This design comes from an exercise in tuning for small area, a short achievable clock period and few clock cycles per item on the open sky130 flow, not from production work. The RTL was checked by simulation tests, not by an equivalence proof against the original design. Power is estimated from default activity; no workload was simulated.

## uecp_frame_dec
module uecp_frame_dec (
    input  wire       clk,
    input  wire       rst,
    input  wire       in_valid,
    output wire       in_ready,
    input  wire [7:0] in_data,
    input  wire       in_last,
    output reg        res_valid,
    input  wire       res_ready,
    output reg  [2:0] res_status,
    output wire [9:0] res_site,
    output wire [5:0] res_enc,
    output wire [7:0] res_seq,
    output wire [7:0] res_mel,
    output wire [7:0] res_nelem
);
    localparam [2:0] ST_OK      = 3'd0;
    localparam [2:0] ST_UNKNOWN = 3'd1;
    localparam [2:0] ST_CRC     = 3'd2;
    localparam [2:0] ST_SHORT   = 3'd4;
    localparam [1:0] W_CODE  = 2'd0;   
    localparam [1:0] W_SKIPC = 2'd1;   
    localparam [1:0] W_SKIPL = 2'd2;   
    localparam [1:0] W_LEN   = 2'd3;   
    function [6:0] lut;
        input [7:0] b;
        input       off;
        reg c01, c02, c03, c07, c0A, c13, c1A, c16, c0D, c19, c1C, c2D, c17;
        begin
            c01 = off ? (b == 8'h04) : (b == 8'h01);
            c02 = off ? (b == 8'h05) : (b == 8'h02);
            c03 = off ? (b == 8'h06) : (b == 8'h03);
            c07 = off ? (b == 8'h0A) : (b == 8'h07);
            c0A = off ? (b == 8'h0D) : (b == 8'h0A);
            c13 = off ? (b == 8'h16) : (b == 8'h13);
            c1A = off ? (b == 8'h1D) : (b == 8'h1A);
            c16 = off ? (b == 8'h19) : (b == 8'h16);
            c0D = off ? (b == 8'h10) : (b == 8'h0D);
            c19 = off ? (b == 8'h1C) : (b == 8'h19);
            c1C = off ? (b == 8'h1F) : (b == 8'h1C);
            c2D = off ? (b == 8'h30) : (b == 8'h2D);
            c17 = off ? (b == 8'h1A) : (b == 8'h17);
            lut[6] = c16 | c19 | c1C;
            lut[5] = c2D | c17;
            lut[4] = c0A | c13 | c16;
            lut[3] = c02 | c0D;
            lut[2] = c01;
            lut[1] = c02 | c03 | c07 | c1A | c0A | c13;
            lut[0] = c03 | c07 | c1A | c16 | c19 | c1C;
        end
    endfunction
    function [15:0] crc_step;
        input [15:0] a_in;
        input [7:0]  c;
        reg   [15:0] a;
        begin
            a = {a_in[7:0], a_in[15:8]};
            a = a ^ {8'h00, c};
            a = a ^ {12'h000, a[7:4]};
            a = a ^ {a[3:0], 12'h000};
  ...
export LEC_CHECK = 0
export CAP_MARGIN = 20
export CORE_MARGIN = 2
export CORE_UTILIZATION = 30
export SETUP_SLACK_MARGIN = 1.85
export SLEW_MARGIN = 20
create_clock -name core_clock -period 3.5 [get_ports {clk}]
standard.sh (not shown) runs the stock make flow with config.mk's settings and CLKGATE_MAP_FILE= SYNTH_SCRIPT=/design/flow/synth_recipe.tcl, a recipe that flattens the netlist after the stock synthesis.
==> flow/flow/run.sh <==
#!/bin/bash
# Standard layout, with the I/O port buffers built from a small buffer cell
# instead of the delay cell buffer_ports picks on its own. Synthesis is the
# standard one (standard.sh synth), so the registers keep their names.
set -euo pipefail
bash standard.sh synth > synth.log 2>&1
bash standard.sh BUFFER_PORTS_ARGS="-buffer_cell sky130_fd_sc_hd__buf_2" finish > layout.log 2>&1
The starting point went through all stages and came out clean.
Testbench counts at the start, summed over its fixed seeds: cycles 39,609, frames 384.
Change:
- CORE_UTILIZATION: 30 -> 40
- GPL_TIMING_DRIVEN: not set -> 0
Outcome:
- global-route usage climbs by 4.2 points
- hold slack gets worse by 0.096 ns
- sequential cell count is unchanged
- cell area drops by 2.7%
Change:
==> flow/flow/run.sh (replaced) <==
#!/bin/bash
# Standard layout with two changes: the I/O port buffers are built from a
# small buffer cell (instead of the delay cell buffer_ports picks on its own),
# and clock tree synthesis inserts no dummy loads. Synthesis is the standard
# one (standard.sh synth), so the registers keep their names.
set -euo pipefail
bash standard.sh synth > synth.log 2>&1
bash standard.sh \
  BUFFER_PORTS_ARGS="-buffer_cell sky130_fd_sc_hd__buf_2" \
  CTS_ARGS="-sink_clustering_enable -repair_clock_nets -dont_use_dummy_load" \
  finish > layout.log 2>&1
The changed run produced a clean layout.
First-iteration DRC count drops by 6.3%.
Power went down by 3.8%.
Routed wire length increases by 0.52%.
Worst setup slack is better by 0.0053 ns.
Design area drops by 0.74%.
Change:
==> flow/flow/run.sh (replaced) <==
#!/bin/bash
# Standard layout, with the I/O port buffers built from a small buffer cell
# instead of the delay cell buffer_ports picks on its own. Synthesis is the
# standard one (standard.sh synth), so the registers keep their names.
set -euo pipefail
bash standard.sh synth > synth.log 2>&1
bash standard.sh BUFFER_PORTS_ARGS="-buffer_cell sky130_fd_sc_hd__buf_2" finish > layout.log 2>&1
- GPL_ROUTABILITY_DRIVEN: not set -> 0
- GPL_TIMING_DRIVEN: 0 -> not set
- SETUP_SLACK_MARGIN: 1.85 -> 1.9
Result:
- The changed run finished clean
- cell area rose by 3.5%
- die area is unchanged
- global-route usage fell by 0.25 points
- clock-buffer cell count rose by 1
- maximum frequency fell by 0.73%
- clock power rose by about 20%
- worst hold slack is better by 0.098 ns
- via count rose by 2.6%
- wire length rose by 1.5%
- synthesized cell count is unchanged
- register-to-register slack is worse by 0.02 ns

========
lagoon:
uecp_frame_dec again, from the RTL that the note above started with.
==> flow/config.mk <==
export PLATFORM = sky130hd
export DESIGN_NAME = uecp_frame_dec
export DESIGN_NICKNAME = uecp_frame_dec
export VERILOG_FILES = /design/flow/design.v
export SDC_FILE = /design/flow/constraint.sdc
export NUM_CORES = 4
export LEC_CHECK = 0
export CAP_MARGIN = 20
export CORE_MARGIN = 2
export CORE_UTILIZATION = 40
export GPL_TIMING_DRIVEN = 0
export SETUP_SLACK_MARGIN = 1.9
export SLEW_MARGIN = 20
==> flow/constraint.sdc <==
create_clock -name core_clock -period 3.5 [get_ports {clk}]
set_input_delay 0.7000 -clock core_clock [delete_from_list [all_inputs] [get_ports {clk}]]
set_output_delay 0.7000 -clock core_clock [all_outputs]
set_load 0.01 [all_outputs]
==> flow/flow/run.sh <==
#!/bin/bash
# Standard layout, with the I/O port buffers built from a small buffer cell
# instead of the delay cell buffer_ports picks on its own. Synthesis is the
# standard one (standard.sh synth), so the registers keep their names.
set -euo pipefail
bash standard.sh synth > synth.log 2>&1
bash standard.sh BUFFER_PORTS_ARGS="-buffer_cell sky130_fd_sc_hd__buf_2" finish > layout.log 2>&1
lagoon completed; timing, DRC and antenna clean
Testbench counts of lagoon, summed over its fixed seeds: cycles 39,609, frames 384.
Input-level comparison between indigo and lagoon:
Settings: removing GPL_TIMING_DRIVEN (formerly 0).
--- outcome ---
Of lagoon and indigo, the run reporting the higher hold slack was indigo. indigo vs lagoon — register fraction of the total cell area dropped 0.56 points. The lower total routed wire length on the met1 layer came out of lagoon. | die area | lagoon vs indigo | ≈ equal |. Taking lagoon as the reference, in indigo total wire length after detailed routing shrank by 0.91%; routability congestion estimate shrank by 4.5%.
Inputs modified between indigo and ember:
Settings: a change of CORE_UTILIZATION from 40 to 35.
Met3 layer wire length in the routed design in ember vs indigo: up 31%. Cell area power density ended up 1.8% higher on ember than on indigo. Sort ember and indigo by proportion of total power due to net switching asc -> top: ember. Between indigo and ember, the flow reports design area increasing slightly. Taking indigo over ember, the count of filler cells inserted in the layout ratio works out to 0.862. Of ember and indigo, the run reporting the higher final cell count was ember.

========
Setup of build 59:
Starting RTL as in the previous note.
==> flow/design.v (excerpt) <==
module uecp_frame_dec (
    input  wire       clk,
    input  wire       rst,
    input  wire       in_valid,
    output wire       in_ready,
    input  wire [7:0] in_data,
    input  wire       in_last,
    output reg        res_valid,
    input  wire       res_ready,
    output reg  [2:0] res_status,
    output wire [9:0] res_site,
    output wire [5:0] res_enc,
    output wire [7:0] res_seq,
    output wire [7:0] res_mel,
    output wire [7:0] res_nelem
);
    localparam [2:0] ST_OK      = 3'd0;
    localparam [2:0] ST_UNKNOWN = 3'd1;
    localparam [2:0] ST_CRC     = 3'd2;
    localparam [2:0] ST_SHORT   = 3'd4;
    localparam [1:0] W_CODE  = 2'd0;   
    localparam [1:0] W_SKIPC = 2'd1;   
    localparam [1:0] W_SKIPL = 2'd2;   
    localparam [1:0] W_LEN   = 2'd3;   
    function [6:0] lut;
        input [7:0] b;
        input       off;
        reg c01, c02, c03, c07, c0A, c13, c1A, c16, c0D, c19, c1C, c2D, c17;
        begin
            c01 = off ? (b == 8'h04) : (b == 8'h01);
            c02 = off ? (b == 8'h05) : (b == 8'h02);
            c03 = off ? (b == 8'h06) : (b == 8'h03);
            c07 = off ? (b == 8'h0A) : (b == 8'h07);
            c0A = off ? (b == 8'h0D) : (b == 8'h0A);
  ...
clock: 3.5 ns
lec_check: 0
cap_margin: 20
core_margin: 2
core_utilization: 40
gpl_timing_driven: 0
setup_slack_margin: 1.875
slew_margin: 20
Scripts as last shown in full above: flow/flow/run.sh
Looking at the reports, build 59 completed the entire flow and the layout it produced met the timing, design-rule and antenna checks.
Testbench counts of build 59, summed over its fixed seeds: cycles 39,609, frames 384.
Relative to build 59, the following input files were edited for build 25:
Settings: SETUP_SLACK_MARGIN: 1.875 -> 1.85; CORE_UTILIZATION: 40 -> 35; GPL_TIMING_DRIVEN: 0 -> unset.
[summary]
Going from build 59 to build 25, multi-input gate area in the final layout grew slightly. Multi-input combinational area share: build 59 vs build 25, no meaningful difference. Going from build 59 to build 25, number of cells after detailed placement lower, non-clock buffer count lower, number of buffers and inverters on the critical path higher. Build 59 has a lower share of the cycle needed by the critical path after routing than build 25. | buffers inserted during post-CTS setup optimization | higher: build 25 |. Cmp build 25 and build 59 / total power / higher: build 59. In build 25, the height of the die came out about 7% above the value in build 59. Build 25 reached the final stage; the timing, design-rule and antenna checks on its layout passed.
> inputs changed (build 25 -> build 48)
Settings: swapping 35 for 40 in CORE_UTILIZATION; swapping 1.85 for 1.8 in SETUP_SLACK_MARGIN.
==> flow/flow/run.sh <==
#!/bin/bash
# Standard layout with two changes: the I/O port buffers are built from a
# small buffer cell (instead of the delay cell buffer_ports picks on its own),
# and clock tree synthesis inserts no dummy loads. Synthesis is the standard
# one (standard.sh synth), so the registers keep their names.
set -euo pipefail
bash standard.sh synth > synth.log 2>&1
bash standard.sh \
  BUFFER_PORTS_ARGS="-buffer_cell sky130_fd_sc_hd__buf_2" \
  CTS_ARGS="-sink_clustering_enable -repair_clock_nets -dont_use_dummy_load" \
  finish > layout.log 2>&1
==> comparison <==
Build 48 was carried through to the last stage, and its layout satisfied the timing, design-rule and antenna checks.
Against build 25, power in build 48 fell by a few percent.
Relative to build 25, the net switching fraction of the power of build 48 is lower by 0.83 points.
Minimum setup slack after placement essentially unchanged between build 25 and build 48.
Taking build 25 as the reference, in build 48 combinational share of power rose by 0.4 points; clock-cell share of area fell by 0.96 points; hold slack stayed essentially flat; via count fell by about 1.8%.
Between build 25 and build 48, core utilization increased.
Routed wire length on met3 (build 48 over build 25): decrease, 18%

==> separate check: timing with driven ports <==
The flow's constraints put no driver on any port. The routed layouts listed below were extracted and timed again, unchanged, in two steps. Step 1 sets driving cells, clkbuf_16 on the clock port and buf_2 on the other inputs (assumed; they add their load-dependent delay and slew). Step 2 also shifts input and output timing later by t, the mid clock arrival at the registers, as if the neighbouring blocks saw the same clock. Three values: no drivers, after step 1, after step 2; two values: the first two.
run | shift t [ns] | slack for setup (ns) | hold WS [ns] | worst slew at a driven data input, ns | cell pins on the clock port's net
the first run of note 1 | 0.382 | 1.890 / 1.878 / 1.574 | 0.454 / 0.454 / 0.454 | 0.03 | 1
the second run of note 1 | 0.381 | 1.902 / 1.863 / 1.593 | 0.357 / 0.357 / 0.357 | 0.05 | 1
the third run of note 1 | 0.380 | 1.908 / 1.869 / 1.595 | 0.357 / 0.357 / 0.357 | 0.05 | 1
the fourth run of note 1 | 0.382 | 1.896 / 1.896 / 1.595 | 0.455 / 0.455 / 0.455 | 0.03 | 1
lagoon | 0.386 | 1.927 / 1.908 / 1.610 | 0.364 / 0.364 / 0.364 | 0.05 | 1
indigo | 0.374 | 1.937 / 1.901 / 1.617 | 0.449 / 0.449 / 0.449 | 0.03 | 1
ember | 0.391 | 1.929 / 1.891 / 1.577 | 0.453 / 0.453 / 0.453 | 0.03 | 1
build 59 | 0.391 | 1.920 / 1.880 / 1.582 | 0.364 / 0.364 / 0.364 | 0.05 | 1
build 25 | 0.385 | 1.912 / 1.881 / 1.544 | 0.454 / 0.454 / 0.454 | 0.03 | 1
build 48 | 0.377 | 1.819 / 1.819 / 1.555 | 0.452 / 0.452 / 0.452 | 0.03 | 1
After both steps every run listed still meets setup and hold. The setup slack of build 25, which loses most, moves by -0.031 ns with the drivers and by -0.368 ns with both steps.
